What follows belongs to an exercise in optimizing a design on an open flow for small area; a production flow would make more cautious choices.
Function was checked by simulation only, so behaviour that the tests miss may differ from the original.
Power figures rest on the tool's default switching activity, not on a simulated workload.

<file path="run.sh">
#!/bin/bash
# synth_recipe.tcl (not shown) runs the flow's synth.tcl, then flattens the netlist and writes it again
# the make line also repeats each setting of config.mk as NAME=value (left out here)
make -C /OpenROAD-flow-scripts/flow DESIGN_CONFIG=/design/flow/config.mk WORK_HOME=/design/flow/orfs CLKGATE_MAP_FILE= SYNTH_SCRIPT=/design/flow/synth_recipe.tcl finish
</file>
<file path="config.mk">
export PLATFORM = sky130hd
export DESIGN_NAME = ts0710_codec
export DESIGN_NICKNAME = ts0710_codec
export VERILOG_FILES = /design/flow/design.v
export SDC_FILE = /design/flow/constraint.sdc
export NUM_CORES = 4
export LEC_CHECK = 0
export CAP_MARGIN = 20
export CORE_MARGIN = 2
export CORE_UTILIZATION = 40
export SLEW_MARGIN = 20
</file>
<file path="constraint.sdc">
create_clock -name core_clock -period 10.0 [get_ports {clk}]
set_input_delay 2.0000 -clock core_clock [delete_from_list [all_inputs] [get_ports {clk}]]
set_output_delay 2.0000 -clock core_clock [all_outputs]
set_load 0.01 [all_outputs]
</file>
<file path="design.v">
module ts0710_crc_step (
    input  wire [7:0] crc_in,
    input  wire [7:0] data,
    output reg  [7:0] crc_out
);
    integer k;
    always @* begin
        crc_out = crc_in ^ data;
        for (k = 0; k < 8; k = k + 1) begin
            if (crc_out[0])
                crc_out = (crc_out >> 1) ^ 8'hE0;
            else
                crc_out = crc_out >> 1;
        end
    end
endmodule
module ts0710_rx #(
    parameter [15:0] ACC_CAP = 16'd32774
) (
    input  wire        clk,
    input  wire        rst,
    input  wire        compat,      
    input  wire        flush,       
    input  wire        rx_valid,
    input  wire [7:0]  rx_data,
    output reg         code_valid,
    output reg  [3:0]  code,
    output reg  [7:0]  frm_addr,
    output reg  [7:0]  frm_ctrl,
    output reg  [15:0] frm_len,
    output reg  [7:0]  frm_fcs,
    output reg         pay_valid,
    output reg  [7:0]  pay_data,
    output reg         in_frame,
    output reg  [15:0] acc_len
);
    localparam [7:0] FLAG = 8'hF9;
    localparam [3:0] C_DROPPED      = 4'd0,
                     C_STARTED      = 4'd1,
                     C_APPENDED     = 4'd2,
                     C_COLLAPSED    = 4'd3,
                     C_FRAME_OK     = 4'd4,
                     C_FRAME_BAD    = 4'd5,
                     C_FRAME_CSUM   = 4'd6,
                     C_OVF_DROPPED  = 4'd7,
                     C_OVF_RESTART  = 4'd8;
    reg  [7:0]  addr_r;
    reg  [7:0]  ctrl_r;
    reg  [7:0]  len0_r;      
    reg  [14:0] len_r;       
    reg         long_r;      
    reg  [7:0]  crc_r;       
    reg  [7:0]  prev1;       
    reg  [7:0]  prev2;       
    wire [7:0] crc_next;
    ts0710_crc_step u_crc (.crc_in(crc_r), .data(rx_data), .crc_out(crc_next));
    wire        cur_in_frame = in_frame & ~flush;
    wire [15:0] idx          = flush ? 16'd0 : acc_len;    
    wire        is_flag  = (rx_data == FLAG);
    wire        overflow = cur_in_frame && (idx == ACC_CAP);
    wire        idle     = !cur_in_frame || overflow;
    wire [1:0]  hlen     = long_r ? 2'd2 : 2'd1;
    wire        ctrl_uih = ((ctrl_r & 8'hEF) == 8'hEF);
    wire        ctrl_ua  = ((ctrl_r & 8'hEF) == 8'h63);
    wire        quirk_len = (len0_r == 8'hFF);
    wire [16:0] hdr_end = 17'd2 + {15'd0, hlen};
    wire [16:0] pay_end = hdr_end + {2'd0, len_r};
    wire [16:0] last_idx = pay_end + 17'd2;
    wire [16:0] idx17 = {1'b0, idx};
    wire covered = (idx <= 16'd3) || (idx17 <= hdr_end) ||
                   (!ctrl_uih && (idx17 <= pay_end));
    wire complete  = is_flag && (idx >= 16'd5) && (idx17 >= last_idx);
    wire exact     = (idx17 == last_idx);
    wire quirk     = compat && quirk_len;
    wire fcs_ok    = (compat && ctrl_ua) || ((~crc_r) == prev1);
    wire std_payload = !quirk_len && (idx >= 16'd4) &&
                       (idx17 > hdr_end) && (idx17 <= pay_end);
    wire qrk_payload = quirk_len && (idx >= 16'd6);
    always @(posedge clk) begin
        if (rst) begin
            code_valid <= 1'b0;
            code       <= 4'd0;
            frm_addr   <= 8'd0;
            frm_ctrl   <= 8'd0;
            frm_len    <= 16'd0;
            frm_fcs    <= 8'd0;
            pay_valid  <= 1'b0;
            pay_data   <= 8'd0;
            in_frame   <= 1'b0;
            acc_len    <= 16'd0;
            addr_r     <= 8'd0;
            ctrl_r     <= 8'd0;
            len0_r     <= 8'd0;
            len_r      <= 15'd0;
            long_r     <= 1'b0;
            crc_r      <= 8'hFF;
            prev1      <= 8'd0;
            prev2      <= 8'd0;
        end else begin
            code_valid <= 1'b0;
            pay_valid  <= 1'b0;
            if (flush) begin
                in_frame <= 1'b0;
                acc_len  <= 16'd0;
            end
            if (rx_valid) begin
                code_valid <= 1'b1;
                if (idle) begin
                    if (is_flag) begin
                        in_frame <= 1'b1;
                        acc_len  <= 16'd1;
                        crc_r    <= 8'hFF;
                        long_r   <= 1'b0;
                        len_r    <= 15'd0;
                        len0_r   <= 8'd0;
                        code     <= overflow ? C_OVF_RESTART : C_STARTED;
                    end else begin
                        in_frame <= 1'b0;
                        acc_len  <= 16'd0;
                        code     <= overflow ? C_OVF_DROPPED : C_DROPPED;
                    end
                end else if (is_flag && idx == 16'd1) begin
                    code <= C_COLLAPSED;
                end else begin
                    acc_len <= idx + 16'd1;
                    prev1   <= rx_data;
                    prev2   <= prev1;
                    case (idx)
                        16'd1: addr_r <= rx_data;
                        16'd2: ctrl_r <= rx_data;
                        16'd3: begin
                            len0_r <= rx_data;
                            long_r <= ~rx_data[0];
                            len_r  <= {8'd0, rx_data[7:1]};
                        end
                        16'd4: if (long_r) len_r <= {rx_data, len0_r[7:1]};
                        default: ;
                    endcase
                    if (covered)
                        crc_r <= crc_next;
                    if (std_payload) begin
                        pay_valid <= 1'b1;
                        pay_data  <= rx_data;
                    end else if (qrk_payload) begin
                        pay_valid <= 1'b1;
                        pay_data  <= prev2;
                    end
                    if (complete) begin
                        in_frame <= 1'b0;
                        acc_len  <= 16'd0;
                        frm_addr <= addr_r;
                        frm_ctrl <= ctrl_r;
                        frm_fcs  <= prev1;
                        frm_len  <= quirk ? (idx - 16'd5) : {1'b0, len_r};
                        if (quirk)
                            code <= C_FRAME_OK;
                        else if (!exact)
                            code <= C_FRAME_BAD;
                        else if (fcs_ok)
                            code <= C_FRAME_OK;
                        else
                            code <= C_FRAME_CSUM;
                    end else begin
                        code <= C_APPENDED;
                    end
                end
            end
        end
    end
endmodule
module ts0710_tx (
    input  wire        clk,
    input  wire        rst,
    input  wire        tx_start,
    input  wire [7:0]  tx_addr,
    input  wire [7:0]  tx_ctrl,
    input  wire [15:0] tx_len,
    output wire        tx_ready,
    input  wire        tx_pl_valid,
    input  wire [7:0]  tx_pl_data,
    output wire        tx_pl_ready,
    output reg         tx_valid,
    output reg  [7:0]  tx_data,
    output reg         len_err      
);
    localparam [7:0] FLAG = 8'hF9;
    localparam [2:0] S_IDLE  = 3'd0,
                     S_ADDR  = 3'd1,
                     S_CTRL  = 3'd2,
                     S_LEN0  = 3'd3,
                     S_LEN1  = 3'd4,
                     S_PAY   = 3'd5,
                     S_FCS   = 3'd6,
                     S_CLOSE = 3'd7;
    reg [2:0]  state;
    reg [7:0]  addr_r;
    reg [7:0]  ctrl_r;
    reg [14:0] len_r;
    reg [14:0] cnt;         
    reg [7:0]  crc_r;
    wire       ctrl_uih = ((ctrl_r & 8'hEF) == 8'hEF);
    wire       short_len = (len_r <= 15'd127);
    wire [7:0] len_b0 = short_len ? {len_r[6:0], 1'b1} : {len_r[6:0], 1'b0};
    wire [7:0] len_b1 = len_r[14:7];
    assign tx_ready    = (state == S_IDLE);
    assign tx_pl_ready = (state == S_PAY);
    reg  [7:0] out_byte;
    reg        out_en;
    reg        out_cov;
    always @* begin
        out_byte = 8'd0;
        out_en   = 1'b0;
        out_cov  = 1'b0;
        case (state)
            S_ADDR:  begin out_byte = addr_r; out_en = 1'b1; out_cov = 1'b1; end
            S_CTRL:  begin out_byte = ctrl_r; out_en = 1'b1; out_cov = 1'b1; end
            S_LEN0:  begin out_byte = len_b0; out_en = 1'b1; out_cov = 1'b1; end
            S_LEN1:  begin out_byte = len_b1; out_en = 1'b1; out_cov = 1'b1; end
            S_PAY:   begin out_byte = tx_pl_data; out_en = tx_pl_valid; out_cov = !ctrl_uih; end
            S_FCS:   begin out_byte = ~crc_r; out_en = 1'b1; end
            S_CLOSE: begin out_byte = FLAG; out_en = 1'b1; end
            default: ;
        endcase
    end
    wire [7:0] crc_next;
    ts0710_crc_step u_crc (.crc_in(crc_r), .data(out_byte), .crc_out(crc_next));
    always @(posedge clk) begin
        if (rst) begin
            state    <= S_IDLE;
            addr_r   <= 8'd0;
            ctrl_r   <= 8'd0;
            len_r    <= 15'd0;
            cnt      <= 15'd0;
            crc_r    <= 8'hFF;
            tx_valid <= 1'b0;
            tx_data  <= 8'd0;
            len_err  <= 1'b0;
        end else begin
            tx_valid <= out_en;
            tx_data  <= out_byte;
            len_err  <= 1'b0;
            if (out_en && out_cov)
                crc_r <= crc_next;
            case (state)
                S_IDLE: begin
                    if (tx_start) begin
                        if (tx_len > 16'd32767) begin
                            len_err <= 1'b1;
                        end else begin
                            addr_r   <= tx_addr | 8'h01;
                            ctrl_r   <= tx_ctrl;
                            len_r    <= tx_len[14:0];
                            cnt      <= 15'd0;
                            crc_r    <= 8'hFF;
                            tx_valid <= 1'b1;
                            tx_data  <= FLAG;
                            state    <= S_ADDR;
                        end
                    end
                end
                S_ADDR: state <= S_CTRL;
                S_CTRL: state <= S_LEN0;
                S_LEN0: state <= short_len ? ((len_r == 15'd0) ? S_FCS : S_PAY) : S_LEN1;
                S_LEN1: state <= S_PAY;
                S_PAY: begin
                    if (tx_pl_valid) begin
                        cnt <= cnt + 15'd1;
                        if (cnt + 15'd1 == len_r)
                            state <= S_FCS;
                    end
                end
                S_FCS:   state <= S_CLOSE;
                S_CLOSE: state <= S_IDLE;
                default: state <= S_IDLE;
            endcase
        end
    end
endmodule
module ts0710_codec (
    input  wire        clk,
    input  wire        rst,           
    input  wire        compat,        
    input  wire        stat_clr,      
    input  wire        rx_valid,
    input  wire [7:0]  rx_data,
    input  wire        rx_flush,      
    output wire        rx_code_valid,
    output wire [3:0]  rx_code,
    output wire [7:0]  frm_addr,
    output wire [7:0]  frm_ctrl,
    output wire [15:0] frm_len,
    output wire [7:0]  frm_fcs,
    output wire        pay_valid,
    output wire [7:0]  pay_data,
    output wire        in_frame,
    output wire [15:0] acc_len,
    input  wire        tx_start,
    input  wire [7:0]  tx_addr,
    input  wire [7:0]  tx_ctrl,
    input  wire [15:0] tx_len,
    output wire        tx_ready,
    input  wire        tx_pl_valid,
    input  wire [7:0]  tx_pl_data,
    output wire        tx_pl_ready,
    output wire        tx_valid,
    output wire [7:0]  tx_data,
    output reg  [31:0] cnt_ok,
    output reg  [31:0] cnt_framing,
    output reg  [31:0] cnt_checksum,
    output reg  [31:0] cnt_overflow,
    output reg  [3:0]  err_flags      
);
    wire tx_len_err;
    ts0710_rx u_rx (
        .clk        (clk),
        .rst        (rst),
        .compat     (compat),
        .flush      (rx_flush),
        .rx_valid   (rx_valid),
        .rx_data    (rx_data),
        .code_valid (rx_code_valid),
        .code       (rx_code),
        .frm_addr   (frm_addr),
        .frm_ctrl   (frm_ctrl),
        .frm_len    (frm_len),
        .frm_fcs    (frm_fcs),
        .pay_valid  (pay_valid),
        .pay_data   (pay_data),
        .in_frame   (in_frame),
        .acc_len    (acc_len)
    );
    ts0710_tx u_tx (
        .clk         (clk),
        .rst         (rst),
        .tx_start    (tx_start),
        .tx_addr     (tx_addr),
        .tx_ctrl     (tx_ctrl),
        .tx_len      (tx_len),
        .tx_ready    (tx_ready),
        .tx_pl_valid (tx_pl_valid),
        .tx_pl_data  (tx_pl_data),
        .tx_pl_ready (tx_pl_ready),
        .tx_valid    (tx_valid),
        .tx_data     (tx_data),
        .len_err     (tx_len_err)
    );
    wire ev_ok   = rx_code_valid && (rx_code == 4'd4);
    wire ev_bad  = rx_code_valid && (rx_code == 4'd5);
    wire ev_csum = rx_code_valid && (rx_code == 4'd6);
    wire ev_ovf  = rx_code_valid && ((rx_code == 4'd7) || (rx_code == 4'd8));
    reg clr_d;
    always @(posedge clk) begin
        if (rst) clr_d <= 1'b0;
        else     clr_d <= stat_clr;
    end
    wire [31:0] ok_base   = clr_d ? 32'd0 : cnt_ok;
    wire [31:0] bad_base  = clr_d ? 32'd0 : cnt_framing;
    wire [31:0] csum_base = clr_d ? 32'd0 : cnt_checksum;
    wire [31:0] ovf_base  = clr_d ? 32'd0 : cnt_overflow;
    wire [3:0]  err_base  = clr_d ? 4'd0  : err_flags;
    always @(posedge clk) begin
        if (rst) begin
            cnt_ok       <= 32'd0;
            cnt_framing  <= 32'd0;
            cnt_checksum <= 32'd0;
            cnt_overflow <= 32'd0;
            err_flags    <= 4'd0;
        end else begin
            cnt_ok       <= ok_base   + {31'd0, ev_ok};
            cnt_framing  <= bad_base  + {31'd0, ev_bad};
            cnt_checksum <= csum_base + {31'd0, ev_csum};
            cnt_overflow <= ovf_base  + {31'd0, ev_ovf};
            err_flags    <= err_base  | {tx_len_err, ev_ovf, ev_csum, ev_bad};
        end
    end
endmodule
</file>
==> Implementation_results.wiki <==
{| class="wikitable"
! Metric !! Value
|-
| Result of the run || complete, no violations
|-
| Total congestion overflow || 0
|-
| Clock Pin Slew Worst Setup and Hold Paths || 60 ps
|-
| Layout filler cell count || 4090
|-
| Largest net degree at the start of global routing || 144
|-
| Clock tree root buffer cell || clkbuf_16
|-
| Floorplan core area || 42800 um2
|-
| Via count of the first global-routing pass || 14600
|-
| Mean post-synth cell area || 8.32 um2
|-
| Number of buffers inserted by hold repair at cts || 0
|-
| Post-Route Setup TNS || 0 ps
|-
| Async SR Flop Fraction || 0
|-
| Detailed router's first-iteration violation count || 1014
|-
| Layout net count || 2400
|-
| Insertion delay to the later sink of the worst-skew pair || 570 ps
|-
| Endpoint required time on the critical path || 10430 ps
|-
| Port bufs || 268
|-
| Largest cells by area after synthesis || dfxtp_1, xnor2_1, nand2_1
|-
| Antenna viol nets, final || 0
|-
| Fraction of layout cells with a size suffix above 1 || 0.0535
|-
| Clk_skew || 21.4 ps
|-
| Antenna violations before repair || 0
|-
| Gpl congestion || 0.902
|-
| Routed via count divided by cell count || 5.45
|-
| Final HPWL from detailed placement || 36600 um
|-
| Detailed-routing iteration count for the pre-antenna-repair pass || 5
|-
| Post-synth top area share || 0.389
|-
| Min-Delay Path Class || flip-flop to flip-flop
|-
| Overall track demand over capacity in global routing || 0.225
|-
| Leakage power summed over all cells || 7.57 nW
|-
| Highest achievable clock rate || 153 MHz
|-
| Clock buffers created by TritonCTS || 40
|-
| Number of instances in the synthesized netlist || 2073
|-
| Sequential share of the synthesized area || 0.389
|-
| Setup repair after global routing missed its margin || false
|-
| Count of unique library cells instantiated by Yosys || 84
|-
| Worst setup EP type || flip-flop
|-
| Category of the critical setup timing path || flip-flop to flip-flop
|-
| Total power after layout || 3.08 mW
|-
| Syn. warnings || 4
|-
| Post-synth top area cell || dfxtp_1
|-
| Largest fanout of any net on the critical path || 18
|-
| Clock Tree Buf Depth || 3
|-
| Clock tree sinks || 335
|-
| Antenna diodes || 0
|-
| Flip-flop cell with the highest count after synthesis || dfxtp_1
|-
| CTS tree || yes
|-
| Post-CTS Resized || 0
|-
| Number of hold-slack violations in the final timing report || 0
|-
| Post-Synthesis Net Count || 2183
|-
| Floorplan die height || 212 um
|-
| Crit path launch type || flip-flop
|-
| Transition time of the tightest slew-check pin || 972 ps
|-
| Die Area || 44800 um2
|-
| Global-route wire length before repair || 80700 um
|-
| Vias || 15600
|-
| Routed wire length || 51500 um
|-
| Number of max-slew violations in the final report || 0
|-
| Period Utilization, post-route || 0.652
|-
| Total standard cell area after synthesis || 17200 um2
|-
| I/O pin cnt || 270
|-
| Number of flip-flops and latches in the synthesized netlist || 335
|-
| EDFF count, synth || 0
|-
| PwrDens || 143 nW/um2
|-
| Routed length per instance || 18.0 um
|-
| Effective utilization at floorplan || 0.403
|-
| Number of failing setup endpoints in the final timing report || 0
|-
| Number of remaining DRC errors || 0
|-
| Floorplan row count || 76
|-
| MaxCap Viol Count || 0
|-
| Headroom to the max-slew limit || 0.336
|-
| Die outline width || 212 um
|-
| Shortest period the worst path allows || 6520 ps
|-
| WP data arrival || 6950 ps
|-
| CTS H-tree lvls || 2
|-
| Peak VDD IR || 0.0861 mV
|-
| Total setup buffers inserted after CTS || 0
|-
| Layout area overhead || 24.8%
|}
worst max-delay path, stage by stage, from the launching register on:
cell and delay (ps):
dfxtp_1 370, inv_1 250, ha_1 230, inv_1 60, fa_1 390, nand2b_1 180
a21oi_1 330, nand2_1 110, xor2_1 200, or3_1 450, nor3_2 330, nand3_1 160
xnor2_1 180, ha_1 320, nand4_1 160, nor4_1 120, a2111oi_0 840, a21o_1 650
nand2_1 560, a2111oi_0 500
placed cells by master (no fill, tap or decap), types with 10 or more instances in the layout:
cell               n
nand2_1          246
a211oi_1          20
nor4_1            11
a21oi_1          144
ha_1              53
nand4_1           46
xnor2_1          112
o21ai_0           77
nand3_1           90
clkbuf_1          13
mux2i_1           50
o31ai_1           12
nor2b_1           65
a22o_1            10
xor2_1            82
or3_1             37
nand2b_1          25
and3_1            21
dfxtp_1          334
nor3b_1           10
nand3b_1          14
nor2_1           241
mux2_2            16
clkbuf_16         40
inv_1             30
nor3_1            40
a21o_1            20
buf_4             16
clkdlybuf4s50_1  267
o211ai_1          19
flip-flops by register name, summed over array words and instances, names as in the netlist, 15 cells and up:
register and flops:
cnt_checksum 32, cnt_framing 32, cnt_ok 32, cnt_overflow 32, u_rx.acc_len 16, u_rx.frm_len 16, u_rx.len_r 15, u_tx.cnt 15
u_tx.len_r 15
cells by family after synthesis:
| family | after synthesis | synth area share |
|---|---|---|
| adder cells (fa/ha/maj) | 54 | 0.0396 |
| buffers and inverters | 141 | 0.0340 |
| multiplexers | 66 | 0.0395 |
| flip-flops | 335 | 0.389 |
| AND/OR/NAND/NOR | 914 | 0.264 |
| XOR/XNOR | 195 | 0.0999 |
| AO/OA/AOI/OAI | 368 | 0.134 |
per-layer routing:
metal,GRT usage,part of all wire,vias to the layer above
met5,0,0,-
met3,0.0424,0.059,68
met1,0.312,0.47,7441
met2,0.354,0.45,412
met4,0.0695,0.022,0
li1,-,-,7664
worst paths after layout:
check	start	endpoint	slack [ps]	cells after the start
worst max-delay path	u_rx.long_r	u_rx.acc_len[14]	3480	19
worst min-delay path	u_tx.len_err	err_flags[3]	440	2
worst max register to register	u_rx.long_r	u_rx.acc_len[14]	3480	19
worst min register to register	u_tx.len_err	err_flags[3]	440	2
Yosys cell counts (7+ instances only):
cell / count
o31ai_1: 12
and2_1: 9
o211ai_1: 19
or4_1: 8
o21ai_0: 77
a21o_1: 20
a21oi_1: 144
nor3_1: 40
nand4_1: 46
mux2_2: 16
and3_1: 21
buf_2: 9
nand4b_1: 7
xor2_1: 82
clkbuf_1: 88
nor2_1: 243
a31oi_1: 7
or2_2: 8
a211oi_1: 20
nand3b_1: 14
nand2b_1: 25
or3_1: 37
nand3_1: 90
a22o_1: 10
nor2b_1: 65
nand2_1: 246
nor3b_1: 10
inv_1: 30
nor4_1: 11
mux2i_1: 50
ha_1: 53
xnor2_1: 112
dfxtp_1: 335
cell type report:
class / count / area (um2) / share of cell area
flip-flops and latches: 335 / 6710 / 0.312
repair buffers: 284 / 2810 / 0.130
clock buffers: 61 / 1160 / 0.0539
inverters: 32 / 120 / 0.00558
clock inverters: 7 / 90.1 / 0.00419
multi-input cells: 1597 / 9950 / 0.463
well taps: 546 / 683 / 0.0317
report_power, final:
group / total, mW / switching [mW] / internal, mW
clock: 1.41 / 0.583 / 0.826
sequential: 1.39 / 0.0309 / 1.36
combinational: 0.276 / 0.160 / 0.116
per-stage QoR:
stage | setup slack (ps) | instance area [um2] | std cells | hold slack, ps | util
after global routing | 2880 | 21500 | 2862 | 445 | 0.503
final | 3480 | 21500 | 2862 | 436 | 0.503
after global placement | 3560 | 20300 | 2794 | 423 | 0.474
after floorplan | 4960 | 17200 | 2073 | 413 | -
after detailed placement | 3430 | 20300 | 2794 | 427 | 0.474
after CTS | 3580 | 21500 | 2862 | 440 | 0.503

==> afterwards: timing with drivers on the ports <==
Ports are ideal in the flow. The routed layout listed here was re-timed in OpenROAD.
Step 1: set_driving_cell puts a clkbuf_16 on clk and a buf_2 on each other input, an assumption about the parent block.
Step 2 moves the port delays by t, midway between the first and last clock arrival at a register: inputs arrive t later, outputs are due t later. That takes back most of the time a late clock gives input paths.
Slacks: ideal ports / drivers / drivers and shift; pairs: ideal ports / drivers.
shift t [ns]: 0.617
slack for setup (ns): 3.475 / 3.475 / 3.287
worst setup path after step 2: input to register
worst register clock-pin slew, ns: 0.06 / 0.06
After both steps this run still meets setup and hold. The setup slack of this run moves by 0.000 ns with the drivers and by -0.188 ns with both steps.
